This design comes from an exercise in tuning for small area, a short achievable clock period and few clock cycles on the open sky130 flow, not from production work. Where RTL was checked, it was by simulation tests only, not by an equivalence proof against the original. The RTL of run 2 was laid out without a check of its function. Power figures rest on the tool's default switching activity, not on a simulated workload.

$ cat config.mk
export PLATFORM = sky130hd
export DESIGN_NAME = kb_report_encoder
export DESIGN_NICKNAME = kb_report_encoder
export VERILOG_FILES = /design/flow/design.v
export SDC_FILE = /design/flow/constraint.sdc
export NUM_CORES = 4
export LEC_CHECK = 0
export CAP_MARGIN = 20
export CORE_MARGIN = 2
export CORE_UTILIZATION = 40
export SLEW_MARGIN = 20
$ cat constraint.sdc
create_clock -name core_clock -period 5.0 [get_ports {clk}]
set_input_delay 1.0000 -clock core_clock [delete_from_list [all_inputs] [get_ports {clk}]]
set_output_delay 1.0000 -clock core_clock [all_outputs]
set_load 0.01 [all_outputs]
$ cat design.v
module kb_keymap (
    input  wire       layer,
    input  wire [6:0] idx,
    output reg  [7:0] code
);
    always @(*) begin
        case ({layer, idx})
            {1'b0, 7'd0}: code = 8'h29;
            {1'b0, 7'd1}: code = 8'h35;
            {1'b0, 7'd2}: code = 8'h2B;
            {1'b0, 7'd3}: code = 8'h39;
            {1'b0, 7'd4}: code = 8'hE1;
            {1'b0, 7'd5}: code = 8'hE0;
            {1'b0, 7'd6}: code = 8'h3A;
            {1'b0, 7'd7}: code = 8'h1E;
            {1'b0, 7'd8}: code = 8'h14;
            {1'b0, 7'd9}: code = 8'h04;
            {1'b0, 7'd10}: code = 8'h1D;
            {1'b0, 7'd11}: code = 8'hE3;
            {1'b0, 7'd12}: code = 8'h3B;
            {1'b0, 7'd13}: code = 8'h1F;
            {1'b0, 7'd14}: code = 8'h1A;
            {1'b0, 7'd15}: code = 8'h16;
            {1'b0, 7'd16}: code = 8'h1B;
            {1'b0, 7'd17}: code = 8'hE2;
            {1'b0, 7'd18}: code = 8'h3C;
            {1'b0, 7'd19}: code = 8'h20;
            {1'b0, 7'd20}: code = 8'h08;
            {1'b0, 7'd21}: code = 8'h07;
            {1'b0, 7'd22}: code = 8'h06;
            {1'b0, 7'd24}: code = 8'h3D;
            {1'b0, 7'd25}: code = 8'h21;
            {1'b0, 7'd26}: code = 8'h15;
            {1'b0, 7'd27}: code = 8'h09;
            {1'b0, 7'd28}: code = 8'h19;
            {1'b0, 7'd30}: code = 8'h3E;
            {1'b0, 7'd31}: code = 8'h22;
            {1'b0, 7'd32}: code = 8'h17;
            {1'b0, 7'd33}: code = 8'h0A;
            {1'b0, 7'd34}: code = 8'h05;
            {1'b0, 7'd35}: code = 8'h2C;
            {1'b0, 7'd36}: code = 8'h3F;
            {1'b0, 7'd37}: code = 8'h23;
            {1'b0, 7'd38}: code = 8'h1C;
            {1'b0, 7'd39}: code = 8'h0B;
            {1'b0, 7'd40}: code = 8'h11;
            {1'b0, 7'd42}: code = 8'h40;
            {1'b0, 7'd43}: code = 8'h24;
            {1'b0, 7'd44}: code = 8'h18;
            {1'b0, 7'd45}: code = 8'h0D;
            {1'b0, 7'd46}: code = 8'h10;
            {1'b0, 7'd48}: code = 8'h41;
            {1'b0, 7'd49}: code = 8'h25;
            {1'b0, 7'd50}: code = 8'h0C;
            {1'b0, 7'd51}: code = 8'h0E;
            {1'b0, 7'd52}: code = 8'h36;
            {1'b0, 7'd54}: code = 8'h42;
            {1'b0, 7'd55}: code = 8'h26;
            {1'b0, 7'd56}: code = 8'h12;
            {1'b0, 7'd57}: code = 8'h0F;
            {1'b0, 7'd58}: code = 8'h37;
            {1'b0, 7'd59}: code = 8'hE6;
            {1'b0, 7'd60}: code = 8'h43;
            {1'b0, 7'd61}: code = 8'h27;
            {1'b0, 7'd62}: code = 8'h13;
            {1'b0, 7'd63}: code = 8'h33;
            {1'b0, 7'd64}: code = 8'h38;
            {1'b0, 7'd65}: code = 8'hE7;
            {1'b0, 7'd66}: code = 8'h44;
            {1'b0, 7'd67}: code = 8'h2D;
            {1'b0, 7'd68}: code = 8'h2F;
            {1'b0, 7'd69}: code = 8'h34;
            {1'b0, 7'd71}: code = 8'hE4;
            {1'b0, 7'd72}: code = 8'h45;
            {1'b0, 7'd73}: code = 8'h2E;
            {1'b0, 7'd74}: code = 8'h30;
            {1'b0, 7'd77}: code = 8'h50;
            {1'b0, 7'd78}: code = 8'h46;
            {1'b0, 7'd79}: code = 8'h2A;
            {1'b0, 7'd80}: code = 8'h31;
            {1'b0, 7'd81}: code = 8'h28;
            {1'b0, 7'd82}: code = 8'hE5;
            {1'b0, 7'd83}: code = 8'h51;
            {1'b0, 7'd84}: code = 8'h4C;
            {1'b0, 7'd85}: code = 8'h49;
            {1'b0, 7'd88}: code = 8'h52;
            {1'b0, 7'd89}: code = 8'h4F;
            {1'b0, 7'd90}: code = 8'h4A;
            {1'b0, 7'd91}: code = 8'h4B;
            {1'b0, 7'd92}: code = 8'h4E;
            {1'b0, 7'd93}: code = 8'h4D;
            {1'b1, 7'd0}: code = 8'h01;
            {1'b1, 7'd1}: code = 8'h35;
            {1'b1, 7'd2}: code = 8'h2B;
            {1'b1, 7'd3}: code = 8'h39;
            {1'b1, 7'd4}: code = 8'hE5;
            {1'b1, 7'd5}: code = 8'hE0;
            {1'b1, 7'd6}: code = 8'h7F;
            {1'b1, 7'd7}: code = 8'h1E;
            {1'b1, 7'd8}: code = 8'h14;
            {1'b1, 7'd9}: code = 8'h03;
            {1'b1, 7'd10}: code = 8'h1D;
            {1'b1, 7'd11}: code = 8'hE3;
            {1'b1, 7'd12}: code = 8'h80;
            {1'b1, 7'd13}: code = 8'h1F;
            {1'b1, 7'd14}: code = 8'h1A;
            {1'b1, 7'd15}: code = 8'h16;
            {1'b1, 7'd16}: code = 8'h1B;
            {1'b1, 7'd17}: code = 8'hE2;
            {1'b1, 7'd18}: code = 8'h81;
            {1'b1, 7'd19}: code = 8'h20;
            {1'b1, 7'd20}: code = 8'h08;
            {1'b1, 7'd21}: code = 8'h07;
            {1'b1, 7'd24}: code = 8'h74;
            {1'b1, 7'd25}: code = 8'h21;
            {1'b1, 7'd26}: code = 8'h15;
            {1'b1, 7'd27}: code = 8'h09;
            {1'b1, 7'd28}: code = 8'h19;
            {1'b1, 7'd30}: code = 8'h75;
            {1'b1, 7'd31}: code = 8'h22;
            {1'b1, 7'd32}: code = 8'h17;
            {1'b1, 7'd33}: code = 8'h0A;
            {1'b1, 7'd34}: code = 8'h05;
            {1'b1, 7'd36}: code = 8'h76;
            {1'b1, 7'd37}: code = 8'h23;
            {1'b1, 7'd38}: code = 8'h1C;
            {1'b1, 7'd39}: code = 8'h0B;
            {1'b1, 7'd40}: code = 8'h11;
            {1'b1, 7'd42}: code = 8'h77;
            {1'b1, 7'd43}: code = 8'h24;
            {1'b1, 7'd44}: code = 8'h18;
            {1'b1, 7'd45}: code = 8'h0D;
            {1'b1, 7'd46}: code = 8'h10;
            {1'b1, 7'd48}: code = 8'h78;
            {1'b1, 7'd49}: code = 8'h25;
            {1'b1, 7'd50}: code = 8'h0C;
            {1'b1, 7'd51}: code = 8'h0E;
            {1'b1, 7'd52}: code = 8'h36;
            {1'b1, 7'd54}: code = 8'h79;
            {1'b1, 7'd55}: code = 8'h26;
            {1'b1, 7'd56}: code = 8'h12;
            {1'b1, 7'd57}: code = 8'h0F;
            {1'b1, 7'd58}: code = 8'h37;
            {1'b1, 7'd59}: code = 8'hE6;
            {1'b1, 7'd60}: code = 8'h7A;
            {1'b1, 7'd61}: code = 8'h27;
            {1'b1, 7'd62}: code = 8'h13;
            {1'b1, 7'd63}: code = 8'h33;
            {1'b1, 7'd64}: code = 8'h38;
            {1'b1, 7'd65}: code = 8'hE7;
            {1'b1, 7'd66}: code = 8'h7B;
            {1'b1, 7'd67}: code = 8'h2D;
            {1'b1, 7'd68}: code = 8'h2F;
            {1'b1, 7'd69}: code = 8'h34;
            {1'b1, 7'd71}: code = 8'hE4;
            {1'b1, 7'd72}: code = 8'h7C;
            {1'b1, 7'd73}: code = 8'h2E;
            {1'b1, 7'd74}: code = 8'h30;
            {1'b1, 7'd77}: code = 8'h4A;
            {1'b1, 7'd78}: code = 8'h48;
            {1'b1, 7'd79}: code = 8'h2A;
            {1'b1, 7'd80}: code = 8'h31;
            {1'b1, 7'd81}: code = 8'h28;
            {1'b1, 7'd82}: code = 8'hE5;
            {1'b1, 7'd83}: code = 8'h4E;
            {1'b1, 7'd84}: code = 8'h47;
            {1'b1, 7'd85}: code = 8'h49;
            {1'b1, 7'd88}: code = 8'h4B;
            {1'b1, 7'd89}: code = 8'h4D;
            {1'b1, 7'd90}: code = 8'h02;
            {1'b1, 7'd91}: code = 8'h4B;
            {1'b1, 7'd92}: code = 8'h4E;
            {1'b1, 7'd93}: code = 8'h4D;
            default: code = 8'h00;
        endcase
    end
endmodule
module kb_report_encoder (
    input  wire        clk,
    input  wire        rst,
    input  wire        start,
    input  wire [95:0] deb,
    output wire        ready,
    output reg         done,
    output reg  [63:0] report,
    output reg         changed
);
    wire L = deb[95];
    reg        busy;
    reg  [2:0] ph;
    reg  [19:1] pst;     
    reg  [3:1] qst;     
    reg        valid, diffa, diffb;
    wire p0 = ~busy;
    wire active = busy | start;
    wire n0 = (deb[0] & ~L);
    wire n1 = deb[1];
    wire n2 = deb[2];
    wire n3 = deb[3];
    wire n4 = deb[6];
    wire n5 = deb[7];
    wire n6 = deb[8];
    wire n7 = (deb[9] & ~L);
    wire n8 = deb[10];
    wire n9 = deb[12];
    wire n10 = deb[13];
    wire n11 = deb[14];
    wire n12 = deb[15];
    wire n13 = deb[16];
    wire n14 = deb[18];
    wire n15 = deb[19];
    wire n16 = deb[20];
    wire n17 = deb[21];
    wire n18 = (deb[22] & ~L);
    wire n19 = deb[24];
    wire n20 = deb[25];
    wire n21 = deb[26];
    wire n22 = deb[27];
    wire n23 = deb[28];
    wire n24 = deb[30];
    wire n25 = deb[31];
    wire n26 = deb[32];
    wire n27 = deb[33];
    wire n28 = deb[34];
    wire n29 = (deb[35] & ~L);
    wire n30 = deb[36];
    wire n31 = deb[37];
    wire n32 = deb[38];
    wire n33 = deb[39];
    wire n34 = deb[40];
    wire n35 = deb[42];
    wire n36 = deb[43];
    wire n37 = deb[44];
    wire n38 = deb[45];
    wire n39 = deb[46];
    wire n40 = deb[48];
    wire n41 = deb[49];
    wire n42 = deb[50];
    wire n43 = deb[51];
    wire n44 = deb[52];
    wire n45 = deb[54];
    wire n46 = deb[55];
    wire n47 = deb[56];
    wire n48 = deb[57];
    wire n49 = deb[58];
    wire n50 = deb[60];
    wire n51 = deb[61];
    wire n52 = deb[62];
    wire n53 = deb[63];
    wire n54 = deb[64];
    wire n55 = deb[66];
    wire n56 = deb[67];
    wire n57 = deb[68];
    wire n58 = deb[69];
    wire n59 = deb[72];
    wire n60 = deb[73];
    wire n61 = deb[74];
    wire n62 = deb[77];
    wire n63 = deb[78];
    wire n64 = deb[79];
    wire n65 = deb[80];
    wire n66 = deb[81];
    wire n67 = deb[83];
    wire n68 = deb[84];
    wire n69 = deb[85];
    wire n70 = deb[88];
    wire n71 = deb[89];
    wire n72 = (deb[90] & ~L);
    wire n73 = deb[91];
    wire n74 = deb[92];
    wire n75 = deb[93];
    wire m0 = n0 & p0;
    wire m1 = n1 & (p0 | (pst[1] & qst[1]));
    wire m2 = n2 & (p0 | (pst[1] & qst[2]));
    wire m3 = n3 & (p0 | (pst[1] & qst[3]));
    wire a0 = m0 | m1 | m2 | m3;
    wire m4 = n4 & (p0 | pst[1]);
    wire m5 = n5 & ((p0 | pst[1]) | (pst[2] & qst[1]));
    wire m6 = n6 & ((p0 | pst[1]) | (pst[2] & qst[2]));
    wire m7 = n7 & ((p0 | pst[1]) | (pst[2] & qst[3]));
    wire a1 = m4 | m5 | m6 | m7;
    wire m8 = n8 & (p0 | pst[2]);
    wire m9 = n9 & ((p0 | pst[2]) | (pst[3] & qst[1]));
    wire m10 = n10 & ((p0 | pst[2]) | (pst[3] & qst[2]));
    wire m11 = n11 & ((p0 | pst[2]) | (pst[3] & qst[3]));
    wire a2 = m8 | m9 | m10 | m11;
    wire m12 = n12 & (p0 | pst[3]);
    wire m13 = n13 & ((p0 | pst[3]) | (pst[4] & qst[1]));
    wire m14 = n14 & ((p0 | pst[3]) | (pst[4] & qst[2]));
    wire m15 = n15 & ((p0 | pst[3]) | (pst[4] & qst[3]));
    wire a3 = m12 | m13 | m14 | m15;
    wire m16 = n16 & (p0 | pst[4]);
    wire m17 = n17 & ((p0 | pst[4]) | (pst[5] & qst[1]));
    wire m18 = n18 & ((p0 | pst[4]) | (pst[5] & qst[2]));
    wire m19 = n19 & ((p0 | pst[4]) | (pst[5] & qst[3]));
    wire a4 = m16 | m17 | m18 | m19;
    wire m20 = n20 & (p0 | pst[5]);
    wire m21 = n21 & ((p0 | pst[5]) | (pst[6] & qst[1]));
    wire m22 = n22 & ((p0 | pst[5]) | (pst[6] & qst[2]));
    wire m23 = n23 & ((p0 | pst[5]) | (pst[6] & qst[3]));
    wire a5 = m20 | m21 | m22 | m23;
    wire m24 = n24 & (p0 | pst[6]);
    wire m25 = n25 & ((p0 | pst[6]) | (pst[7] & qst[1]));
    wire m26 = n26 & ((p0 | pst[6]) | (pst[7] & qst[2]));
    wire m27 = n27 & ((p0 | pst[6]) | (pst[7] & qst[3]));
    wire a6 = m24 | m25 | m26 | m27;
    wire m28 = n28 & (p0 | pst[7]);
    wire m29 = n29 & ((p0 | pst[7]) | (pst[8] & qst[1]));
    wire m30 = n30 & ((p0 | pst[7]) | (pst[8] & qst[2]));
    wire m31 = n31 & ((p0 | pst[7]) | (pst[8] & qst[3]));
    wire a7 = m28 | m29 | m30 | m31;
    wire m32 = n32 & (p0 | pst[8]);
    wire m33 = n33 & ((p0 | pst[8]) | (pst[9] & qst[1]));
    wire m34 = n34 & ((p0 | pst[8]) | (pst[9] & qst[2]));
    wire m35 = n35 & ((p0 | pst[8]) | (pst[9] & qst[3]));
    wire a8 = m32 | m33 | m34 | m35;
    wire m36 = n36 & (p0 | pst[9]);
    wire m37 = n37 & ((p0 | pst[9]) | (pst[10] & qst[1]));
    wire m38 = n38 & ((p0 | pst[9]) | (pst[10] & qst[2]));
    wire m39 = n39 & ((p0 | pst[9]) | (pst[10] & qst[3]));
    wire a9 = m36 | m37 | m38 | m39;
    wire m40 = n40 & (p0 | pst[10]);
    wire m41 = n41 & ((p0 | pst[10]) | (pst[11] & qst[1]));
    wire m42 = n42 & ((p0 | pst[10]) | (pst[11] & qst[2]));
    wire m43 = n43 & ((p0 | pst[10]) | (pst[11] & qst[3]));
    wire a10 = m40 | m41 | m42 | m43;
    wire m44 = n44 & (p0 | pst[11]);
    wire m45 = n45 & ((p0 | pst[11]) | (pst[12] & qst[1]));
    wire m46 = n46 & ((p0 | pst[11]) | (pst[12] & qst[2]));
    wire m47 = n47 & ((p0 | pst[11]) | (pst[12] & qst[3]));
    wire a11 = m44 | m45 | m46 | m47;
    wire m48 = n48 & (p0 | pst[12]);
    wire m49 = n49 & ((p0 | pst[12]) | (pst[13] & qst[1]));
    wire m50 = n50 & ((p0 | pst[12]) | (pst[13] & qst[2]));
    wire m51 = n51 & ((p0 | pst[12]) | (pst[13] & qst[3]));
    wire a12 = m48 | m49 | m50 | m51;
    wire m52 = n52 & (p0 | pst[13]);
    wire m53 = n53 & ((p0 | pst[13]) | (pst[14] & qst[1]));
    wire m54 = n54 & ((p0 | pst[13]) | (pst[14] & qst[2]));
    wire m55 = n55 & ((p0 | pst[13]) | (pst[14] & qst[3]));
    wire a13 = m52 | m53 | m54 | m55;
    wire m56 = n56 & (p0 | pst[14]);
    wire m57 = n57 & ((p0 | pst[14]) | (pst[15] & qst[1]));
    wire m58 = n58 & ((p0 | pst[14]) | (pst[15] & qst[2]));
    wire m59 = n59 & ((p0 | pst[14]) | (pst[15] & qst[3]));
    wire a14 = m56 | m57 | m58 | m59;
    wire m60 = n60 & (p0 | pst[15]);
    wire m61 = n61 & ((p0 | pst[15]) | (pst[16] & qst[1]));
    wire m62 = n62 & ((p0 | pst[15]) | (pst[16] & qst[2]));
    wire m63 = n63 & ((p0 | pst[15]) | (pst[16] & qst[3]));
    wire a15 = m60 | m61 | m62 | m63;
    wire m64 = n64 & (p0 | pst[16]);
    wire m65 = n65 & ((p0 | pst[16]) | (pst[17] & qst[1]));
    wire m66 = n66 & ((p0 | pst[16]) | (pst[17] & qst[2]));
    wire m67 = n67 & ((p0 | pst[16]) | (pst[17] & qst[3]));
    wire a16 = m64 | m65 | m66 | m67;
    wire m68 = n68 & (p0 | pst[17]);
    wire m69 = n69 & ((p0 | pst[17]) | (pst[18] & qst[1]));
    wire m70 = n70 & ((p0 | pst[17]) | (pst[18] & qst[2]));
    wire m71 = n71 & ((p0 | pst[17]) | (pst[18] & qst[3]));
    wire a17 = m68 | m69 | m70 | m71;
    wire m72 = n72 & (p0 | pst[18]);
    wire m73 = n73 & ((p0 | pst[18]) | (1'b1 & qst[1]));
    wire m74 = n74 & ((p0 | pst[18]) | (1'b1 & qst[2]));
    wire m75 = n75 & ((p0 | pst[18]) | (1'b1 & qst[3]));
    wire a18 = m72 | m73 | m74 | m75;
    wire [18:0] ai = {a18,a17,a16,a15,a14,a13,a12,a11,a10,a9,a8,a7,a6,a5,a4,a3,a2,a1,a0};
    reg  [18:0] pin;   
    integer s_, d_;
    always @(*) begin
        pin = ai;
        for (d_ = 1; d_ < 19; d_ = d_ * 2)
            for (s_ = 18; s_ >= 0; s_ = s_ - 1)
                if ((s_ / d_) % 2 == 1) pin[s_] = pin[s_] | pin[(s_ / d_) * d_ - 1];
    end
    wire [19:0] P = {pin, 1'b0};   
    wire any = P[19];
    wire r0 = a0 & ~P[0];
    wire r1 = a1 & ~P[1];
    wire r2 = a2 & ~P[2];
    wire r3 = a3 & ~P[3];
    wire r4 = a4 & ~P[4];
    wire r5 = a5 & ~P[5];
    wire r6 = a6 & ~P[6];
    wire r7 = a7 & ~P[7];
    wire r8 = a8 & ~P[8];
    wire r9 = a9 & ~P[9];
    wire r10 = a10 & ~P[10];
    wire r11 = a11 & ~P[11];
    wire r12 = a12 & ~P[12];
    wire r13 = a13 & ~P[13];
    wire r14 = a14 & ~P[14];
    wire r15 = a15 & ~P[15];
    wire r16 = a16 & ~P[16];
    wire r17 = a17 & ~P[17];
    wire r18 = a18 & ~P[18];
    wire M0 = (r0 & m0) | (r1 & m4) | (r2 & m8) | (r3 & m12) | (r4 & m16) | (r5 & m20) | (r6 & m24) | (r7 & m28) | (r8 & m32) | (r9 & m36) | (r10 & m40) | (r11 & m44) | (r12 & m48) | (r13 & m52) | (r14 & m56) | (r15 & m60) | (r16 & m64) | (r17 & m68) | (r18 & m72);
    wire M1 = (r0 & m1) | (r1 & m5) | (r2 & m9) | (r3 & m13) | (r4 & m17) | (r5 & m21) | (r6 & m25) | (r7 & m29) | (r8 & m33) | (r9 & m37) | (r10 & m41) | (r11 & m45) | (r12 & m49) | (r13 & m53) | (r14 & m57) | (r15 & m61) | (r16 & m65) | (r17 & m69) | (r18 & m73);
    wire M2 = (r0 & m2) | (r1 & m6) | (r2 & m10) | (r3 & m14) | (r4 & m18) | (r5 & m22) | (r6 & m26) | (r7 & m30) | (r8 & m34) | (r9 & m38) | (r10 & m42) | (r11 & m46) | (r12 & m50) | (r13 & m54) | (r14 & m58) | (r15 & m62) | (r16 & m66) | (r17 & m70) | (r18 & m74);
    wire M3 = (r0 & m3) | (r1 & m7) | (r2 & m11) | (r3 & m15) | (r4 & m19) | (r5 & m23) | (r6 & m27) | (r7 & m31) | (r8 & m35) | (r9 & m39) | (r10 & m43) | (r11 & m47) | (r12 & m51) | (r13 & m55) | (r14 & m59) | (r15 & m63) | (r16 & m67) | (r17 & m71) | (r18 & m75);
    wire z0 = ~M0;
    wire z1 = z0 & ~M1;
    wire z2 = z1 & ~M2;
    wire f_0 = (~z0);
    wire f_012 = (~z2);
    wire f_02 = (~z0) | (z1 & ~z2);
    wire f_1 = (z0 & ~z1);
    wire f_12 = (z0 & ~z2);
    wire f_13 = (z0 & ~z1) | (z2);
    wire f_2 = (z1 & ~z2);
    wire f_023 = (~z0) | (z1);
    wire f_03 = (~z0) | (z2);
    wire f_123 = (z0);
    wire f_01 = (~z1);
    wire f_013 = (~z1) | (z2);
    wire f_23 = (z1);
    wire f_3 = (z2);
    wire [7:0] code;
    assign code[0] = (r0 & 1'b1) | (r1 & ((L & f_0))) | (r2 & ((~L & f_012) | (L & f_02))) | (r3 & ((~L & f_1) | (L & f_12))) | (r4 & ((~L & f_13) | (L & f_1))) | (r5 & 1'b1) | (r6 & ((~L & f_2) | (L & f_02))) | (r7 & ((~L & f_023) | (L & f_03))) | (r8 & ((~L & f_12) | (L & f_123))) | (r9 & f_2) | (r10 & ((~L & f_01) | (L & f_1))) | (r11 & ((L & f_1))) | (r12 & ((~L & 1'b1) | (L & f_013))) | (r13 & ((~L & f_01) | (L & f_013))) | (r14 & ((~L & f_013) | (L & f_01))) | (r16 & ((~L & f_13) | (L & f_1))) | (r17 & ((~L & f_13) | (L & 1'b1))) | (r18 & f_13);
    assign code[1] = (r0 & f_2) | (r1 & f_01) | (r2 & ((~L & f_123) | (L & f_23))) | (r3 & f_01) | (r4 & f_12) | (r6 & ((~L & 1'b1) | (L & f_123))) | (r7 & f_23) | (r8 & ((~L & f_1) | (L & f_13))) | (r10 & f_3) | (r11 & ((~L & 1'b1) | (L & f_023))) | (r12 & 1'b1) | (r13 & ((~L & f_01) | (L & f_013))) | (r14 & f_1) | (r15 & ((~L & f_03) | (L & f_02))) | (r16 & ((~L & f_0) | (L & f_03))) | (r17 & ((~L & f_23) | (L & f_02))) | (r18 & f_012);
    assign code[2] = (r0 & f_1) | (r1 & ((~L & f_123) | (L & 1'b1))) | (r2 & f_02) | (r3 & ((~L & f_02) | (L & f_0))) | (r4 & f_123) | (r5 & f_1) | (r6 & f_02) | (r7 & f_012) | (r8 & ((~L & f_0) | (L & f_03))) | (r9 & f_02) | (r10 & f_123) | (r11 & f_02) | (r12 & f_013) | (r13 & ((~L & f_3))) | (r14 & 1'b1) | (r15 & ((~L & f_03) | (L & f_0))) | (r16 & ((L & f_3))) | (r17 & f_03) | (r18 & f_23);
    assign code[3] = (r0 & f_023) | (r1 & f_01) | (r2 & ((~L & 1'b1) | (L & f_023))) | (r3 & ((~L & f_12) | (L & f_1))) | (r4 & ((~L & f_03) | (L & f_0))) | (r5 & f_23) | (r6 & ((~L & f_03) | (L & f_3))) | (r7 & ((~L & f_12) | (L & f_1))) | (r8 & f_01) | (r9 & f_12) | (r10 & ((~L & f_23) | (L & f_023))) | (r11 & ((L & f_1))) | (r12 & ((~L & f_0) | (L & f_02))) | (r13 & ((~L & f_2) | (L & f_23))) | (r14 & ((~L & f_01) | (L & f_013))) | (r15 & ((~L & f_0) | (L & f_023))) | (r16 & ((~L & f_02) | (L & f_023))) | (r17 & ((~L & f_013) | (L & f_123))) | (r18 & 1'b1);
    assign code[4] = (r0 & f_13) | (r1 & f_012) | (r2 & ((~L & 1'b1) | (L & f_023))) | (r3 & ((~L & f_012) | (L & f_01))) | (r4 & f_3) | (r5 & f_13) | (r6 & f_02) | (r7 & f_2) | (r8 & ((~L & f_02) | (L & f_023))) | (r9 & f_13) | (r10 & ((L & f_0))) | (r11 & ((~L & f_03) | (L & f_013))) | (r12 & ((~L & f_1) | (L & f_12))) | (r13 & ((~L & f_012) | (L & 1'b1))) | (r14 & ((~L & f_2) | (L & f_23))) | (r15 & ((~L & f_12) | (L & f_1))) | (r16 & ((~L & f_13) | (L & f_1))) | (r17 & ((~L & f_2)));
    assign code[5] = (r0 & 1'b1) | (r1 & f_0) | (r2 & ((~L & f_1))) | (r3 & ((~L & f_23) | (L & f_3))) | (r4 & f_3) | (r5 & f_0) | (r6 & f_01) | (r7 & f_123) | (r8 & ((L & f_3))) | (r9 & f_0) | (r10 & ((~L & f_1) | (L & f_01))) | (r11 & ((~L & f_02) | (L & f_012))) | (r12 & ((~L & f_13) | (L & f_123))) | (r13 & ((~L & f_12) | (L & f_123))) | (r14 & ((~L & f_012) | (L & 1'b1))) | (r15 & f_01) | (r16 & f_012);
    assign code[6] = (r1 & ((L & f_0))) | (r4 & ((L & f_3))) | (r6 & ((L & f_0))) | (r7 & ((L & f_2))) | (r8 & f_3) | (r10 & f_0) | (r11 & f_1) | (r12 & f_2) | (r13 & f_3) | (r14 & f_3) | (r15 & f_23) | (r16 & f_3) | (r17 & 1'b1) | (r18 & 1'b1);
    assign code[7] = (r2 & ((L & f_1))) | (r3 & ((L & f_2)));
    wire more = ((M0 & (M1 | M2 | M3)) | (M1 & (M2 | M3)) | (M2 & M3)) | (a1 & P[1]) | (a2 & P[2]) | (a3 & P[3]) | (a4 & P[4]) | (a5 & P[5]) | (a6 & P[6]) | (a7 & P[7]) | (a8 & P[8]) | (a9 & P[9]) | (a10 & P[10]) | (a11 & P[11]) | (a12 & P[12]) | (a13 & P[13]) | (a14 & P[14]) | (a15 & P[15]) | (a16 & P[16]) | (a17 & P[17]) | (a18 & P[18]);
    wire [7:0] mods = ({8{deb[4]}} & (L ? 8'h20 : 8'h02)) | ({8{deb[5]}} & 8'h01) | ({8{deb[11]}} & 8'h08) | ({8{deb[17]}} & 8'h04) | ({8{deb[59]}} & 8'h40) | ({8{deb[65]}} & 8'h80) | ({8{deb[71]}} & 8'h10) | ({8{deb[82]}} & 8'h20);
    wire any9 = deb[10] | deb[12] | deb[13] | deb[14] | deb[15] | deb[16] | deb[18] | deb[19] | deb[20] | deb[21] | deb[24] | deb[25] | deb[26] | deb[27] | deb[28] | deb[30] | deb[31] | deb[32] | deb[33] | deb[34] | deb[36] | deb[37] | deb[38] | deb[39] | deb[40] | deb[42] | deb[43] | deb[44] | deb[45] | deb[46] | deb[48] | deb[49] | deb[50] | deb[51] | deb[52] | deb[54] | deb[55] | deb[56] | deb[57] | deb[58] | deb[60] | deb[61] | deb[62] | deb[63] | deb[64] | deb[66] | deb[67] | deb[68] | deb[69] | deb[72] | deb[73] | deb[74] | deb[77] | deb[78] | deb[79] | deb[80] | deb[81] | deb[83] | deb[84] | deb[85] | deb[88] | deb[89] | deb[91] | deb[92] | deb[93];
    wire any90 = deb[91] | deb[92] | deb[93];
    wire sent = L & (deb[0] | deb[9] | deb[90]);
    wire [7:0] sbyte = deb[90] ? (any90 ? 8'h01 : 8'h02) :
                       deb[9]  ? (any9  ? 8'h01 : 8'h03) : 8'h01;
    wire [2:0] phe = p0 ? 3'd0 : ph;
    wire ovf    = more & (phe == 3'd5);
    wire fill   = (p0 & sent) | ovf;
    wire [7:0] fb = ovf ? 8'h01 : sbyte;
    wire finish = fill | ~more;
    wire [7:0] old [0:5];
    reg  [5:0] en;
    reg  [7:0] d [0:5];
    integer s;
    always @(*) begin
        for (s = 0; s < 6; s = s + 1) begin
            en[s] = fill | (phe == s) | (finish & (phe < s));
            d[s]  = fill ? fb : ((phe == s) ? code : 8'h00);
        end
    end
    genvar gs;
    generate for (gs = 0; gs < 6; gs = gs + 1) begin : G_OLD
        assign old[gs] = report[16 + 8*gs +: 8];
    end endgenerate
    wire dmods = (mods != report[7:0]);
    reg  [7:0] old_ph;    
    reg  dfill, dzero, old_not01;
    always @(*) begin
        old_ph = 8'h00; dfill = 1'b0; dzero = 1'b0; old_not01 = 1'b0;
        for (s = 0; s < 6; s = s + 1) begin
            old_ph    = old_ph | ({8{phe == s}} & old[s]);
            dfill     = dfill | (old[s] != fb);
            dzero     = dzero | ((phe < s) & (old[s] != 8'h00));
            old_not01 = old_not01 | ((phe == s) & (old[s] != 8'h01));
        end
    end
    wire dslots = fill ? dfill : ((code != old_ph) | (finish & dzero));
    wire dnow = (p0 & dmods) | dslots;
    wire nz   = (mods != 8'h00) | sent | any;
    wire chg_fin = ovf ? (diffb | old_not01) :
                   p0  ? (valid ? dnow : nz) : (diffa | dnow);
    assign ready = ~busy;
    always @(posedge clk) begin
        if (rst) begin
            busy  <= 1'b0;
            done  <= 1'b0;
            valid <= 1'b0;
        end else begin
            done <= active & finish;
            busy <= active & ~finish;
            if (active & p0) valid <= 1'b1;
        end
        ph  <= phe + 3'd1;
        pst <= P[19:1];
        qst <= {~z2, ~z1, ~z0};
        if (active) begin
            if (p0) report[7:0] <= mods;
            for (s = 0; s < 6; s = s + 1)
                if (en[s]) report[16 + 8*s +: 8] <= d[s];
            report[15:8] <= 8'h00;
            changed <= chg_fin;
            diffa <= p0 ? (valid ? dnow : 1'b1) : (diffa | dnow);
            diffb <= p0 ? (valid ? (dmods | old_not01) : 1'b1) : (diffb | old_not01);
        end
    end
endmodule
$ cat run.sh
#!/bin/bash
# synth_recipe.tcl (not shown) runs the flow's synth.tcl, then flattens the netlist and writes it again
# the make line also repeats each setting of config.mk as NAME=value (left out here)
make -C /OpenROAD-flow-scripts/flow DESIGN_CONFIG=/design/flow/config.mk WORK_HOME=/design/flow/orfs CLKGATE_MAP_FILE= SYNTH_SCRIPT=/design/flow/synth_recipe.tcl finish
==> results of run 1 <==
## state kept, by name, indices dropped and copies added, names as in the netlist
signal and cells:
ph 3, changed 1, report 56, done 1, valid 1, diffb 1, qst 3, busy 1
diffa 1, pst 18
## power by group through the flow
stage               Clock (uW)  Sequential (uW)  Combinational [uW]
floorplan                    0              867                 376
global placement             0              873                 803
detailed placement           0              874                 809
CTS                        693              858                 816
global route               717              864                 898
finish                     683              860                 844
## per-stage QoR
stage / hold slack [ps] / utilization / cell area, um2
2_1_floorplan: 463 / - / 8070
3_3_place_gp: 482 / 0.600 / 11700
3_5_place_dp: 516 / 0.600 / 11700
4_1_cts: 529 / 0.616 / 12100
5_1_grt: 560 / 0.623 / 12200
6_report: 525 / 0.623 / 12200
## worst paths after layout
check	slack, ps	cells after the start	to
max	140	19	changed$_DFFE_PP_
min	530	2	valid$_SDFFE_PP0P_
max reg2reg	430	20	changed$_DFFE_PP_
min reg2reg	530	2	valid$_SDFFE_PP0P_
## cell families (layout without fill, tap and decap cells)
| group | Yosys count | after routing | synth area share |
|---|---|---|---|
| buffers and inverters | 87 | 480 | 0.0520 |
| muxes | 1 | 1 | 0.00124 |
| AOI/OAI and AO/OA | 343 | 343 | 0.294 |
| adders and majority gates | 7 | 7 | 0.0104 |
| and+or+nand+nor | 514 | 514 | 0.337 |
| xor gates and xnor gates | 16 | 16 | 0.0174 |
| other | 1 | 8 | 0.000466 |
| DFF | 86 | 86 | 0.288 |
## area by class of cell
| cell class | instances | share of cell area |
|---|---|---|
| Tap cell | 265 | 0.0272 |
| Inverter | 27 | 0.00862 |
| Multi-Input combinational cell | 889 | 0.447 |
| Clock inverter | 7 | 0.00616 |
| Sequential cell | 86 | 0.190 |
| Timing Repair Buffer | 437 | 0.303 |
| Clock buffer | 9 | 0.0185 |
## cells in the mapped netlist (8+ instances only)
library cell,number,area share
sky130_fd_sc_hd__nand2_1,131,0.061
sky130_fd_sc_hd__nor2_1,110,0.051
sky130_fd_sc_hd__a21oi_1,82,0.051
sky130_fd_sc_hd__o21ai_0,66,0.041
sky130_fd_sc_hd__edfxtp_1,59,0.22
sky130_fd_sc_hd__nand3_1,46,0.029
sky130_fd_sc_hd__nor4_1,32,0.025
sky130_fd_sc_hd__nor3_1,31,0.019
sky130_fd_sc_hd__and2_1,28,0.022
sky130_fd_sc_hd__dfxtp_1,27,0.067
sky130_fd_sc_hd__clkbuf_1,24,0.011
sky130_fd_sc_hd__a22oi_1,20,0.019
sky130_fd_sc_hd__and3_1,20,0.016
sky130_fd_sc_hd__buf_2,20,0.012
sky130_fd_sc_hd__inv_1,20,0.0093
sky130_fd_sc_hd__nand4_1,20,0.016
sky130_fd_sc_hd__nand2b_1,18,0.014
sky130_fd_sc_hd__o21ai_1,16,0.010
sky130_fd_sc_hd__a31oi_1,13,0.010
sky130_fd_sc_hd__buf_4,13,0.012
sky130_fd_sc_hd__or3_1,13,0.010
sky130_fd_sc_hd__a21boi_1,12,0.011
sky130_fd_sc_hd__o22ai_1,11,0.0086
sky130_fd_sc_hd__o31ai_1,11,0.010
sky130_fd_sc_hd__o211ai_1,10,0.0093
sky130_fd_sc_hd__xnor2_1,10,0.011
sky130_fd_sc_hd__nor2b_1,8,0.0062
sky130_fd_sc_hd__o21a_1,8,0.0075
## repair_timing
action                     4_1_cts  5_1_grt
pin swaps                        2       11
gates resized for setup          9       26
setup buffers                    1        2
setup endpoints to repair       32       86
## metal layers
layer  up-vias  wire length, um  GRT usage
met3       104             3240     0.0545
met5         -                0          0
li1       4801                -          -
met2       622            16900      0.556
met4         0             1550      0.135
met1      4912            14800      0.429
## layout by cell type, fill, tap and decap left out, drive strengths merged, types with 14 or more instances in the layout
master / n
nand4: 21
inv: 28
and2: 31
clkdlybuf4s50: 144
a21boi: 17
nor4: 35
o21ai: 83
a22oi: 20
a21oi: 82
nor3: 36
buf: 291
nand2: 131
dfxtp: 27
and3: 20
or3: 14
nor2: 115
nand3: 49
edfxtp: 59
nand2b: 19
## critical path, stage by stage
cell and delay, ps:
sky130_fd_sc_hd__clkdlybuf4s50_1 470, sky130_fd_sc_hd__and3_1 150, sky130_fd_sc_hd__o22ai_1 80, sky130_fd_sc_hd__and3_1 210, sky130_fd_sc_hd__buf_4 140, sky130_fd_sc_hd__buf_4 170, sky130_fd_sc_hd__a32oi_1 350, sky130_fd_sc_hd__a21oi_1 110
sky130_fd_sc_hd__o21ai_0 410, sky130_fd_sc_hd__nand4_1 220, sky130_fd_sc_hd__a2111oi_0 340, sky130_fd_sc_hd__a21oi_1 100, sky130_fd_sc_hd__buf_4 160, sky130_fd_sc_hd__buf_4 130, sky130_fd_sc_hd__nor2_4 140, sky130_fd_sc_hd__nand4_1 130
sky130_fd_sc_hd__a211oi_2 290, sky130_fd_sc_hd__and4_4 290, sky130_fd_sc_hd__a21oi_1 70
==> results.sh, run 1 <==
export IMPL_root_buffer="sky130_fd_sc_hd__clkbuf_16"
export IMPL_placer_s_final_routability_congestion_estimate=1.04
export IMPL_first_pass_iters=5
export IMPL_grt_first_pass_wirelength_mm=55.4
export IMPL_synthCells=1055
export IMPL_drt_first_iter_violations=1308
export IMPL_power_internal_uw=1570
export IMPL_clock_buffer_count_from_cts=9
export IMPL_clockPowerShare=0.286
export IMPL_relSlewSlack=0.503
export IMPL_synthesis_area_mm2=0.00804
export IMPL_overall_power_uw=2390
export IMPL_seq_power_share=0.360
export IMPL_timing_final_setup_violations=0
export IMPL_finalWorstPathRequiredPeriod_ps=4860
export IMPL_start_util=0.410
export IMPL_mean_instance_size_in_the_synthesized_netlist_um2=7.62
export IMPL_clock_sinks=86
export IMPL_area_growth_synth_to_final_pct=51.7
export IMPL_cts_htree_levels=3
export IMPL_avgRoutedWirePerCell_um=21.2
export IMPL_n_antenna_cell=0
export IMPL_tritoncts_clock_tree="built"
export IMPL_fin_worst_skew_ps=16.8
export IMPL_antenna_found_initial=0
export IMPL_netSwitchingFraction=0.342
export IMPL_clk_insertion_delay_late_ps=360
export IMPL_detail_route_drc_violations=0
export IMPL_p_per_area_mw_per_mm2=196
export IMPL_numPlacedInstances=1701
export IMPL_worst_ep_arrival_time_ps=4950
export IMPL_power_ir_vdd_worst_mv=0.201
export IMPL_vias_in_the_first_global_route=9809
export IMPL_finalMaxSlewViolations=0
export IMPL_max_freq_mhz=206
export IMPL_crit_path_capture_type="flip-flop"
export IMPL_power_share_combinational=0.354
export IMPL_switchingPower_uw=816
export IMPL_synth_sequential_area_ratio=0.288
export IMPL_core_rows=51
export IMPL_final_hold_violation_count=0
export IMPL_timing_hold_worst_class="flip-flop to flip-flop"
export IMPL_proportion_of_layout_cells_with_a_drive_suffix_above_1=0.254
export IMPL_yosysUniqueCellTypes=102
export IMPL_worst_slew_pin_slew_ps=745
export IMPL_rsz0062_at_grt="no"
export IMPL_cp_start_kind="primary input"
export IMPL_viasPerCell=6.07
export IMPL_max_root_sink_buffers=2
export IMPL_timing_final_crit_share=0.971
export IMPL_dp_slack_ps=-591
export IMPL_yosys_warnings=2
export IMPL_dr_total_vias=10439
export IMPL_routed_wl_mm=36.4
export IMPL_antenna_left=0
export IMPL_grt_use_total=0.333
export IMPL_design_portCount=166
export IMPL_die_w_um=146
export IMPL_static_leakage_power_uw=0.00488
export IMPL_critPathKind="primary input to flip-flop"
export IMPL_grt_start_max_net_pins=32
export IMPL_overflow=0
export IMPL_crit_fanout=7
export IMPL_nets=1554
export IMPL_multi_input_area_mm2=0.00545
export IMPL_critical_path_required_ps=5090
export IMPL_number_of_synthesized_flops_with_an_enable_pin=59
export IMPL_finish_cell_count_without_fillers=1720
export IMPL_path_clk_slew_ps=70
export IMPL_post_cts_hold_fix_bufs=0
export IMPL_setup_ws_ps=143
export IMPL_floorplan_die_area_mm2=0.0213
export IMPL_final_seq_area_mm2=0.00231
export IMPL_postSynth_topFlopCell="sky130_fd_sc_hd__edfxtp_1"
export IMPL_count_of_buffers_from_port_buffering=146
export IMPL_worst_min_delay_path_startpoint="valid$_SDFFE_PP0P_"
export IMPL_reg2reg_from="qst[1]$_DFF_P_"
export IMPL_outcome="finished clean"
export IMPL_design_core_area_mm2=0.0196
export IMPL_post_detailed_placement_half_perimeter_wirelength_mm=29.8
export IMPL_setup_tns_final_ps=0
export IMPL_die_height_um=146
export IMPL_maxCapViolations=0
export IMPL_critical_path_launch_point="deb[51]"
export IMPL_num_fill_cells=1849
export IMPL_ys_async_sr_fraction=0
export IMPL_synth_ff_latch_count=86
Testbench counts, summed over its fixed seeds: cycles 5,590.
==> inputs of run 2 (changes only) <==
--- a/design.v
+++ b/design.v
@@ -269,101 +269,82 @@
     wire n73 = deb[91];
     wire n74 = deb[92];
     wire n75 = deb[93];
-    wire m0 = n0 & p0;
-    wire m1 = n1 & (p0 | (pst[1] & qst[1]));
-    wire m2 = n2 & (p0 | (pst[1] & qst[2]));
-    wire m3 = n3 & (p0 | (pst[1] & qst[3]));
-    wire a0 = m0 | m1 | m2 | m3;
-    wire m4 = n4 & (p0 | pst[1]);
-    wire m5 = n5 & ((p0 | pst[1]) | (pst[2] & qst[1]));
-    wire m6 = n6 & ((p0 | pst[1]) | (pst[2] & qst[2]));
-    wire m7 = n7 & ((p0 | pst[1]) | (pst[2] & qst[3]));
-    wire a1 = m4 | m5 | m6 | m7;
-    wire m8 = n8 & (p0 | pst[2]);
-    wire m9 = n9 & ((p0 | pst[2]) | (pst[3] & qst[1]));
-    wire m10 = n10 & ((p0 | pst[2]) | (pst[3] & qst[2]));
-    wire m11 = n11 & ((p0 | pst[2]) | (pst[3] & qst[3]));
-    wire a2 = m8 | m9 | m10 | m11;
-    wire m12 = n12 & (p0 | pst[3]);
-    wire m13 = n13 & ((p0 | pst[3]) | (pst[4] & qst[1]));
-    wire m14 = n14 & ((p0 | pst[3]) | (pst[4] & qst[2]));
-    wire m15 = n15 & ((p0 | pst[3]) | (pst[4] & qst[3]));
-    wire a3 = m12 | m13 | m14 | m15;
-    wire m16 = n16 & (p0 | pst[4]);
-    wire m17 = n17 & ((p0 | pst[4]) | (pst[5] & qst[1]));
-    wire m18 = n18 & ((p0 | pst[4]) | (pst[5] & qst[2]));
-    wire m19 = n19 & ((p0 | pst[4]) | (pst[5] & qst[3]));
-    wire a4 = m16 | m17 | m18 | m19;
-    wire m20 = n20 & (p0 | pst[5]);
-    wire m21 = n21 & ((p0 | pst[5]) | (pst[6] & qst[1]));
-    wire m22 = n22 & ((p0 | pst[5]) | (pst[6] & qst[2]));
-    wire m23 = n23 & ((p0 | pst[5]) | (pst[6] & qst[3]));
-    wire a5 = m20 | m21 | m22 | m23;
-    wire m24 = n24 & (p0 | pst[6]);
-    wire m25 = n25 & ((p0 | pst[6]) | (pst[7] & qst[1]));
-    wire m26 = n26 & ((p0 | pst[6]) | (pst[7] & qst[2]));
-    wire m27 = n27 & ((p0 | pst[6]) | (pst[7] & qst[3]));
-    wire a6 = m24 | m25 | m26 | m27;
-    wire m28 = n28 & (p0 | pst[7]);
-    wire m29 = n29 & ((p0 | pst[7]) | (pst[8] & qst[1]));
-    wire m30 = n30 & ((p0 | pst[7]) | (pst[8] & qst[2]));
-    wire m31 = n31 & ((p0 | pst[7]) | (pst[8] & qst[3]));
-    wire a7 = m28 | m29 | m30 | m31;
-    wire m32 = n32 & (p0 | pst[8]);
-    wire m33 = n33 & ((p0 | pst[8]) | (pst[9] & qst[1]));
-    wire m34 = n34 & ((p0 | pst[8]) | (pst[9] & qst[2]));
-    wire m35 = n35 & ((p0 | pst[8]) | (pst[9] & qst[3]));
-    wire a8 = m32 | m33 | m34 | m35;
-    wire m36 = n36 & (p0 | pst[9]);
-    wire m37 = n37 & ((p0 | pst[9]) | (pst[10] & qst[1]));
-    wire m38 = n38 & ((p0 | pst[9]) | (pst[10] & qst[2]));
-    wire m39 = n39 & ((p0 | pst[9]) | (pst[10] & qst[3]));
-    wire a9 = m36 | m37 | m38 | m39;
-    wire m40 = n40 & (p0 | pst[10]);
-    wire m41 = n41 & ((p0 | pst[10]) | (pst[11] & qst[1]));
-    wire m42 = n42 & ((p0 | pst[10]) | (pst[11] & qst[2]));
-    wire m43 = n43 & ((p0 | pst[10]) | (pst[11] & qst[3]));
-    wire a10 = m40 | m41 | m42 | m43;
-    wire m44 = n44 & (p0 | pst[11]);
-    wire m45 = n45 & ((p0 | pst[11]) | (pst[12] & qst[1]));
-    wire m46 = n46 & ((p0 | pst[11]) | (pst[12] & qst[2]));
-    wire m47 = n47 & ((p0 | pst[11]) | (pst[12] & qst[3]));
-    wire a11 = m44 | m45 | m46 | m47;
-    wire m48 = n48 & (p0 | pst[12]);
-    wire m49 = n49 & ((p0 | pst[12]) | (pst[13] & qst[1]));
-    wire m50 = n50 & ((p0 | pst[12]) | (pst[13] & qst[2]));
-    wire m51 = n51 & ((p0 | pst[12]) | (pst[13] & qst[3]));
-    wire a12 = m48 | m49 | m50 | m51;
-    wire m52 = n52 & (p0 | pst[13]);
-    wire m53 = n53 & ((p0 | pst[13]) | (pst[14] & qst[1]));
-    wire m54 = n54 & ((p0 | pst[13]) | (pst[14] & qst[2]));
-    wire m55 = n55 & ((p0 | pst[13]) | (pst[14] & qst[3]));
-    wire a13 = m52 | m53 | m54 | m55;
-    wire m56 = n56 & (p0 | pst[14]);
-    wire m57 = n57 & ((p0 | pst[14]) | (pst[15] & qst[1]));
-    wire m58 = n58 & ((p0 | pst[14]) | (pst[15] & qst[2]));
-    wire m59 = n59 & ((p0 | pst[14]) | (pst[15] & qst[3]));
-    wire a14 = m56 | m57 | m58 | m59;
-    wire m60 = n60 & (p0 | pst[15]);
-    wire m61 = n61 & ((p0 | pst[15]) | (pst[16] & qst[1]));
-    wire m62 = n62 & ((p0 | pst[15]) | (pst[16] & qst[2]));
-    wire m63 = n63 & ((p0 | pst[15]) | (pst[16] & qst[3]));
-    wire a15 = m60 | m61 | m62 | m63;
-    wire m64 = n64 & (p0 | pst[16]);
-    wire m65 = n65 & ((p0 | pst[16]) | (pst[17] & qst[1]));
-    wire m66 = n66 & ((p0 | pst[16]) | (pst[17] & qst[2]));
-    wire m67 = n67 & ((p0 | pst[16]) | (pst[17] & qst[3]));
-    wire a16 = m64 | m65 | m66 | m67;
-    wire m68 = n68 & (p0 | pst[17]);
-    wire m69 = n69 & ((p0 | pst[17]) | (pst[18] & qst[1]));
-    wire m70 = n70 & ((p0 | pst[17]) | (pst[18] & qst[2]));
-    wire m71 = n71 & ((p0 | pst[17]) | (pst[18] & qst[3]));
-    wire a17 = m68 | m69 | m70 | m71;
-    wire m72 = n72 & (p0 | pst[18]);
-    wire m73 = n73 & ((p0 | pst[18]) | (1'b1 & qst[1]));
-    wire m74 = n74 & ((p0 | pst[18]) | (1'b1 & qst[2]));
-    wire m75 = n75 & ((p0 | pst[18]) | (1'b1 & qst[3]));
-    wire a18 = m72 | m73 | m74 | m75;
+    wire gt0 = p0;
+    wire araw0 = n0 | n1 | n2 | n3;
+    wire apart0 = (n1 & qst[1]) | (n2 & qst[2]) | (n3 & qst[3]);
+    wire a0 = (gt0 & araw0) | (pst[1] & apart0);
+    wire gt1 = (p0 | pst[1]);
+    wire araw1 = n4 | n5 | n6 | n7;
+    wire apart1 = (n5 & qst[1]) | (n6 & qst[2]) | (n7 & qst[3]);
+    wire a1 = (gt1 & araw1) | (pst[2] & apart1);
+    wire gt2 = (p0 | pst[2]);
+    wire araw2 = n8 | n9 | n10 | n11;
+    wire apart2 = (n9 & qst[1]) | (n10 & qst[2]) | (n11 & qst[3]);
+    wire a2 = (gt2 & araw2) | (pst[3] & apart2);
+    wire gt3 = (p0 | pst[3]);
+    wire araw3 = n12 | n13 | n14 | n15;
+    wire apart3 = (n13 & qst[1]) | (n14 & qst[2]) | (n15 & qst[3]);
+    wire a3 = (gt3 & araw3) | (pst[4] & apart3);
+    wire gt4 = (p0 | pst[4]);
+    wire araw4 = n16 | n17 | n18 | n19;
+    wire apart4 = (n17 & qst[1]) | (n18 & qst[2]) | (n19 & qst[3]);
+    wire a4 = (gt4 & araw4) | (pst[5] & apart4);
+    wire gt5 = (p0 | pst[5]);
+    wire araw5 = n20 | n21 | n22 | n23;
+    wire apart5 = (n21 & qst[1]) | (n22 & qst[2]) | (n23 & qst[3]);
+    wire a5 = (gt5 & araw5) | (pst[6] & apart5);
+    wire gt6 = (p0 | pst[6]);
+    wire araw6 = n24 | n25 | n26 | n27;
+    wire apart6 = (n25 & qst[1]) | (n26 & qst[2]) | (n27 & qst[3]);
+    wire a6 = (gt6 & araw6) | (pst[7] & apart6);
+    wire gt7 = (p0 | pst[7]);
+    wire araw7 = n28 | n29 | n30 | n31;
+    wire apart7 = (n29 & qst[1]) | (n30 & qst[2]) | (n31 & qst[3]);
+    wire a7 = (gt7 & araw7) | (pst[8] & apart7);
+    wire gt8 = (p0 | pst[8]);
+    wire araw8 = n32 | n33 | n34 | n35;
+    wire apart8 = (n33 & qst[1]) | (n34 & qst[2]) | (n35 & qst[3]);
+    wire a8 = (gt8 & araw8) | (pst[9] & apart8);
+    wire gt9 = (p0 | pst[9]);
+    wire araw9 = n36 | n37 | n38 | n39;
+    wire apart9 = (n37 & qst[1]) | (n38 & qst[2]) | (n39 & qst[3]);
+    wire a9 = (gt9 & araw9) | (pst[10] & apart9);
+    wire gt10 = (p0 | pst[10]);
+    wire araw10 = n40 | n41 | n42 | n43;
+    wire apart10 = (n41 & qst[1]) | (n42 & qst[2]) | (n43 & qst[3]);
+    wire a10 = (gt10 & araw10) | (pst[11] & apart10);
+    wire gt11 = (p0 | pst[11]);
+    wire araw11 = n44 | n45 | n46 | n47;
+    wire apart11 = (n45 & qst[1]) | (n46 & qst[2]) | (n47 & qst[3]);
+    wire a11 = (gt11 & araw11) | (pst[12] & apart11);
+    wire gt12 = (p0 | pst[12]);
+    wire araw12 = n48 | n49 | n50 | n51;
+    wire apart12 = (n49 & qst[1]) | (n50 & qst[2]) | (n51 & qst[3]);
+    wire a12 = (gt12 & araw12) | (pst[13] & apart12);
+    wire gt13 = (p0 | pst[13]);
+    wire araw13 = n52 | n53 | n54 | n55;
+    wire apart13 = (n53 & qst[1]) | (n54 & qst[2]) | (n55 & qst[3]);
+    wire a13 = (gt13 & araw13) | (pst[14] & apart13);
+    wire gt14 = (p0 | pst[14]);
+    wire araw14 = n56 | n57 | n58 | n59;
+    wire apart14 = (n57 & qst[1]) | (n58 & qst[2]) | (n59 & qst[3]);
+    wire a14 = (gt14 & araw14) | (pst[15] & apart14);
+    wire gt15 = (p0 | pst[15]);
+    wire araw15 = n60 | n61 | n62 | n63;
+    wire apart15 = (n61 & qst[1]) | (n62 & qst[2]) | (n63 & qst[3]);
+    wire a15 = (gt15 & araw15) | (pst[16] & apart15);
+    wire gt16 = (p0 | pst[16]);
+    wire araw16 = n64 | n65 | n66 | n67;
+    wire apart16 = (n65 & qst[1]) | (n66 & qst[2]) | (n67 & qst[3]);
+    wire a16 = (gt16 & araw16) | (pst[17] & apart16);
+    wire gt17 = (p0 | pst[17]);
+    wire araw17 = n68 | n69 | n70 | n71;
+    wire apart17 = (n69 & qst[1]) | (n70 & qst[2]) | (n71 & qst[3]);
+    wire a17 = (gt17 & araw17) | (pst[18] & apart17);
+    wire gt18 = (p0 | pst[18]);
+    wire araw18 = n72 | n73 | n74 | n75;
+    wire apart18 = (n73 & qst[1]) | (n74 & qst[2]) | (n75 & qst[3]);
+    wire a18 = (gt18 & araw18) | (1'b1 & apart18);
     wire [18:0] ai = {a18,a17,a16,a15,a14,a13,a12,a11,a10,a9,a8,a7,a6,a5,a4,a3,a2,a1,a0};
     reg  [18:0] pin;   
     integer s_, d_;
@@ -394,10 +375,15 @@
     wire r16 = a16 & ~P[16];
     wire r17 = a17 & ~P[17];
     wire r18 = a18 & ~P[18];
-    wire M0 = (r0 & m0) | (r1 & m4) | (r2 & m8) | (r3 & m12) | (r4 & m16) | (r5 & m20) | (r6 & m24) | (r7 & m28) | (r8 & m32) | (r9 & m36) | (r10 & m40) | (r11 & m44) | (r12 & m48) | (r13 & m52) | (r14 & m56) | (r15 & m60) | (r16 & m64) | (r17 & m68) | (r18 & m72);
-    wire M1 = (r0 & m1) | (r1 & m5) | (r2 & m9) | (r3 & m13) | (r4 & m17) | (r5 & m21) | (r6 & m25) | (r7 & m29) | (r8 & m33) | (r9 & m37) | (r10 & m41) | (r11 & m45) | (r12 & m49) | (r13 & m53) | (r14 & m57) | (r15 & m61) | (r16 & m65) | (r17 & m69) | (r18 & m73);
-    wire M2 = (r0 & m2) | (r1 & m6) | (r2 & m10) | (r3 & m14) | (r4 & m18) | (r5 & m22) | (r6 & m26) | (r7 & m30) | (r8 & m34) | (r9 & m38) | (r10 & m42) | (r11 & m46) | (r12 & m50) | (r13 & m54) | (r14 & m58) | (r15 & m62) | (r16 & m66) | (r17 & m70) | (r18 & m74);
-    wire M3 = (r0 & m3) | (r1 & m7) | (r2 & m11) | (r3 & m15) | (r4 & m19) | (r5 & m23) | (r6 & m27) | (r7 & m31) | (r8 & m35) | (r9 & m39) | (r10 & m43) | (r11 & m47) | (r12 & m51) | (r13 & m55) | (r14 & m59) | (r15 & m63) | (r16 & m67) | (r17 & m71) | (r18 & m75);
+    wire selgt = (r0 & gt0) | (r1 & gt1) | (r2 & gt2) | (r3 & gt3) | (r4 & gt4) | (r5 & gt5) | (r6 & gt6) | (r7 & gt7) | (r8 & gt8) | (r9 & gt9) | (r10 & gt10) | (r11 & gt11) | (r12 & gt12) | (r13 & gt13) | (r14 & gt14) | (r15 & gt15) | (r16 & gt16) | (r17 & gt17) | (r18 & gt18);
+    wire Mr0 = (r0 & n0) | (r1 & n4) | (r2 & n8) | (r3 & n12) | (r4 & n16) | (r5 & n20) | (r6 & n24) | (r7 & n28) | (r8 & n32) | (r9 & n36) | (r10 & n40) | (r11 & n44) | (r12 & n48) | (r13 & n52) | (r14 & n56) | (r15 & n60) | (r16 & n64) | (r17 & n68) | (r18 & n72);
+    wire M0 = Mr0 & selgt;
+    wire Mr1 = (r0 & n1) | (r1 & n5) | (r2 & n9) | (r3 & n13) | (r4 & n17) | (r5 & n21) | (r6 & n25) | (r7 & n29) | (r8 & n33) | (r9 & n37) | (r10 & n41) | (r11 & n45) | (r12 & n49) | (r13 & n53) | (r14 & n57) | (r15 & n61) | (r16 & n65) | (r17 & n69) | (r18 & n73);
+    wire M1 = Mr1 & (selgt | qst[1]);
+    wire Mr2 = (r0 & n2) | (r1 & n6) | (r2 & n10) | (r3 & n14) | (r4 & n18) | (r5 & n22) | (r6 & n26) | (r7 & n30) | (r8 & n34) | (r9 & n38) | (r10 & n42) | (r11 & n46) | (r12 & n50) | (r13 & n54) | (r14 & n58) | (r15 & n62) | (r16 & n66) | (r17 & n70) | (r18 & n74);
+    wire M2 = Mr2 & (selgt | qst[2]);
+    wire Mr3 = (r0 & n3) | (r1 & n7) | (r2 & n11) | (r3 & n15) | (r4 & n19) | (r5 & n23) | (r6 & n27) | (r7 & n31) | (r8 & n35) | (r9 & n39) | (r10 & n43) | (r11 & n47) | (r12 & n51) | (r13 & n55) | (r14 & n59) | (r15 & n63) | (r16 & n67) | (r17 & n71) | (r18 & n75);
+    wire M3 = Mr3 & (selgt | qst[3]);
     wire z0 = ~M0;
     wire z1 = z0 & ~M1;
     wire z2 = z1 & ~M2;
--- a/config.mk
+++ b/config.mk
@@ -5,7 +5,9 @@
 export SDC_FILE = /design/flow/constraint.sdc
 export NUM_CORES = 4
 export LEC_CHECK = 0
+export ABC_AREA = 1
 export CAP_MARGIN = 20
 export CORE_MARGIN = 2
-export CORE_UTILIZATION = 40
+export CORE_UTILIZATION = 55
+export GPL_TIMING_DRIVEN = 0
 export SLEW_MARGIN = 20
==> run 2 against run 1 <==
The layout now fails its checks (setup timing). Synthesized area decreased by 6.2%. Die area fell by 31%. Final cell count shrank 7.2%. Clock power grew 5.0%. Sequential power about the same. Largest power group is now combinational cells. Highest routed layer unchanged.
==> results.sh, run 2 <==
export IMPL_min_delay_worst_endpoint="valid$_SDFFE_PP0P_"
export IMPL_yosys_warnings=2
export IMPL_clock_buffer_count_from_cts=9
export IMPL_vias_in_the_first_global_route=8749
export IMPL_cp_slowest_stage_delay_ps=430
export IMPL_num_fill_cells=963
export IMPL_area_growth_synth_to_final_pct=40.6
export IMPL_proportion_of_layout_cells_with_a_drive_suffix_above_1=0.185
export IMPL_power_share_combinational=0.359
export IMPL_timing_final_setup_violations=1
export IMPL_critPathKind="primary input to flip-flop"
export IMPL_floorplan_die_area_mm2=0.0147
export IMPL_rr_endpoint="changed$_DFFE_PP_"
export IMPL_nets=1519
export IMPL_placer_s_final_routability_congestion_estimate=1.08
export IMPL_timing_hold_worst_path_depth=2
export IMPL_final_hold_worst_slack_ps=532
export IMPL_worst_slew_pin_slew_ps=969
export IMPL_setup_tns_final_ps=-85.9
export IMPL_final_hold_violation_count=0
export IMPL_synthCells=1186
export IMPL_clk_insertion_delay_late_ps=370
export IMPL_clock_sinks=86
export IMPL_fin_worst_skew_ps=16.1
export IMPL_antenna_found_initial=0
export IMPL_static_leakage_power_uw=0.00506
export IMPL_cpMaxStageDelayCell="sky130_fd_sc_hd__clkdlybuf4s50_1"
export IMPL_die_height_um=121
export IMPL_tritoncts_clock_tree="built"
export IMPL_worst_ep_arrival_time_ps=5190
export IMPL_detail_route_drc_violations=0
export IMPL_routed_met1_length_mm=11.6
export IMPL_synth_most_common_cell="sky130_fd_sc_hd__nand2_1"
export IMPL_ys_async_sr_fraction=0
export IMPL_layout_commonest_cell="sky130_fd_sc_hd__nand2_1"
export IMPL_rsz0062_at_grt="yes"
export IMPL_synth_area_top_cells="sky130_fd_sc_hd__edfxtp_1 23%, sky130_fd_sc_hd__nand2_1 18%, sky130_fd_sc_hd__nor2_1 8.6%, sky130_fd_sc_hd__inv_1 7.4%, sky130_fd_sc_hd__dfxtp_1 7.2%"
export IMPL_checkFailReasons="setup timing"
export IMPL_drt_first_iter_violations=1758
export IMPL_reg2reg_slack_ps=280
export IMPL_outcome="complete, but fails checks"
export IMPL_grt_first_pass_wirelength_mm=46.1
export IMPL_worst_path_most_repeated_cell="sky130_fd_sc_hd__nand2_1"
export IMPL_layout_top_registers="report: 56 flops, pst: 18 flops"
export IMPL_relSlewSlack=0.351
export IMPL_number_of_synthesized_flops_with_an_enable_pin=59
export IMPL_die_w_um=121
export IMPL_largest_reg_flops=56
export IMPL_first_pass_iters=15
export IMPL_finalMaxSlewViolations=0
export IMPL_overflow=0
export IMPL_dr_total_vias=9902
export IMPL_mean_instance_size_in_the_synthesized_netlist_um2=6.36
export IMPL_p_per_area_mw_per_mm2=233
export IMPL_maxUsedRoutingLayer="met4"
export IMPL_avgRoutedWirePerCell_um=20.1
export IMPL_netSwitchingFraction=0.384
export IMPL_max_freq_mhz=197
export IMPL_yosysUniqueCellTypes=51
export IMPL_maxCapViolations=0
export IMPL_r2r_cells=31
export IMPL_postSynth_topFlopCell="sky130_fd_sc_hd__edfxtp_1"
export IMPL_power_ir_vdd_worst_mv=0.229
export IMPL_seq_power_share=0.350
export IMPL_setup_ws_ps=-85.9
export IMPL_grt_start_max_net_pins=19
export IMPL_design_core_area_mm2=0.0133
export IMPL_netlist_area_leader_share=0.235
export IMPL_crit_fanout=8
export IMPL_viasPerCell=6.20
export IMPL_numPlacedInstances=1514
export IMPL_timing_hold_worst_class="flip-flop to flip-flop"
export IMPL_power_internal_uw=1520
export IMPL_grt_use_total=0.409
export IMPL_n_antenna_cell=0
export IMPL_yosys_top_cells_count="370 x sky130_fd_sc_hd__nand2_1, 173 x sky130_fd_sc_hd__nor2_1, 149 x sky130_fd_sc_hd__inv_1"
export IMPL_antenna_left=0
export IMPL_layout_common_cells="347 x sky130_fd_sc_hd__nand2_1, 140 x sky130_fd_sc_hd__inv_1, 138 x sky130_fd_sc_hd__nor2_1"
export IMPL_core_rows=42
export IMPL_registers_top_by_ff_count="report"
export IMPL_clockPowerShare=0.291
export IMPL_switchingPower_uw=948
export IMPL_cts_htree_levels=3
export IMPL_post_cts_hold_fix_bufs=0
export IMPL_count_of_buffers_from_port_buffering=145
export IMPL_design_portCount=166
export IMPL_post_detailed_placement_half_perimeter_wirelength_mm=22.7
export IMPL_worst_min_delay_path_startpoint="valid$_SDFFE_PP0P_"
export IMPL_routed_wl_mm=32.1
export IMPL_synth_ff_latch_count=86
export IMPL_root_buffer="sky130_fd_sc_hd__clkbuf_16"
export IMPL_max_root_sink_buffers=2
export IMPL_cp_start_kind="primary input"
export IMPL_finalWorstPathRequiredPeriod_ps=5090
export IMPL_critical_path_required_ps=5110
export IMPL_path_clk_slew_ps=60
export IMPL_synth_sequential_area_ratio=0.307
export IMPL_reg2reg_from="qst[1]$_DFF_P_"
export IMPL_start_util=0.567
export IMPL_met2_wl_mm=13.4
export IMPL_met3RoutedLength_mm=5.64
export IMPL_finish_cell_count_without_fillers=1596
export IMPL_overall_power_uw=2470
export IMPL_timing_final_crit_share=1.02
export IMPL_synthesis_area_mm2=0.00754
export IMPL_yosysTopAreaCell="sky130_fd_sc_hd__edfxtp_1"
export IMPL_crit_path_capture_type="flip-flop"
run 2: changes by cell type in the layout (fill, tap and decap cells not counted), moves of 18 or more:
cell,delta
sky130_fd_sc_hd__a22oi_1,-19
sky130_fd_sc_hd__nor2_1,+29
sky130_fd_sc_hd__buf_4,-216
sky130_fd_sc_hd__nand2_1,+217
sky130_fd_sc_hd__nand2b_1,-18
sky130_fd_sc_hd__and2_1,-28
sky130_fd_sc_hd__o21ai_0,-42
sky130_fd_sc_hd__nand3_1,+50
sky130_fd_sc_hd__nor2_2,+32
sky130_fd_sc_hd__nand2_2,+26
sky130_fd_sc_hd__inv_1,+120
sky130_fd_sc_hd__a21oi_1,-55
run 2: cells by family after synthesis:
| family | count (synthesis) | synth area share |
|---|---|---|
| xor gates and xnor gates | 8 | 0.00929 |
| DFF | 86 | 0.307 |
| other | 1 | 0.000497 |
| adders and majority gates | 5 | 0.00830 |
| and+or+nand+nor | 785 | 0.477 |
| AOI/OAI and AO/OA | 109 | 0.0891 |
| buffers and inverters | 192 | 0.109 |
run 2: layout make-up:
cell class	instances	area (um2)	share of cell area
multi-input cells	915	4870	0.460
inverters	165	636	0.0600
plain buffers	27	225	0.0213
flip-flops and latches	86	2310	0.218
clock buffers	9	225	0.0213
well taps	176	220	0.0208
clock inverters	7	75.1	0.00708
repair buffers	211	2030	0.192
run 2: per-layer routing:
| layer | global-route usage | vias to the layer above |
|---|---|---|
| met1 | 0.563 | 4390 |
| met5 | 0 | - |
| li1 | - | 4328 |
| met2 | 0.616 | 978 |
| met4 | 0.109 | 0 |
| met3 | 0.135 | 206 |
run 2: worst max path at each step:
stage	from	to	slack, ps	cells after the start
2_1_floorplan	deb[95]	changed$_DFFE_PP_	680	32
3_3_place_gp	deb[9]	changed$_DFFE_PP_	-630	30
3_5_place_dp	deb[9]	report[53]$_SDFFCE_PP0P_	-690	23
4_1_cts	deb[7]	report[21]$_SDFFCE_PP0P_	3	29
5_1_grt	deb[26]	changed$_DFFE_PP_	-320	34
6_report	deb[2]	changed$_DFFE_PP_	-90	32
run 2: worst max-delay path, delay by kind of cell:
| family | cells | cell delay (ps) |
|---|---|---|
| buf+inv | 3 | 690 |
| compound gates | 1 | 90 |
| simple gates | 28 | 3400 |
run 2: repair_timing:
action,4_1_cts,5_1_grt
buffers inserted,18,46
resized for setup,36,115
gates cloned,0,2
pin swaps,12,51
endpoints found under the setup margin,78,91
endpoints found under the hold margin,0,0
run 2: through the flow:
step	util	setup slack, ps	cell area, um2
after global placement	0.695	-630	9240
after floorplan	-	676	7570
after detailed placement	0.695	-687	9240
after global routing	0.797	-321	10600
final	0.797	-85.9	10600
after CTS	0.738	2.97	9810
run 2: power by group through the flow:
stage               combinational, uW  sequential [uW]  clock, uW
global placement                  702              874          0
CTS                               743              859        712
floorplan                         388              880          0
detailed placement                711              874          0
global route                      933              865        737
finish                            886              862        717

## what the ideal ports hide
How much do the figures lean on ideal ports? The routed layouts below were timed once more, with nothing changed but the port constraints. Step 1 (the two cells are an assumption about what drives the block):
set clk [get_ports {clk}]
set_driving_cell -lib_cell sky130_fd_sc_hd__clkbuf_16 $clk
set_driving_cell -lib_cell sky130_fd_sc_hd__buf_2 [delete_from_list [all_inputs] $clk]
Step 2, shift: input delay + t, output delay - t, t = (earliest + latest rising clock arrival at the registers) / 2. This alone moves slack from input paths to output paths. Three values: no drivers, after step 1, after step 2; two values: the first two.
| run | shift t [ns] | slack for setup (ns) | worst setup path at the end | worst register clock-pin slew, ns |
|---|---|---|---|---|
| run 1 | 0.398 | 0.143 / 0.162 / -0.236 | input to register | 0.08 / 0.08 |
| run 2 | 0.405 | -0.086 / -0.069 / -0.475 | input to register | 0.08 / 0.08 |
With both steps, setup timing fails in run 1, where it was met with ideal ports. The setup slack of run 2, which loses most, moves by +0.017 ns with the drivers and by -0.389 ns with both steps.
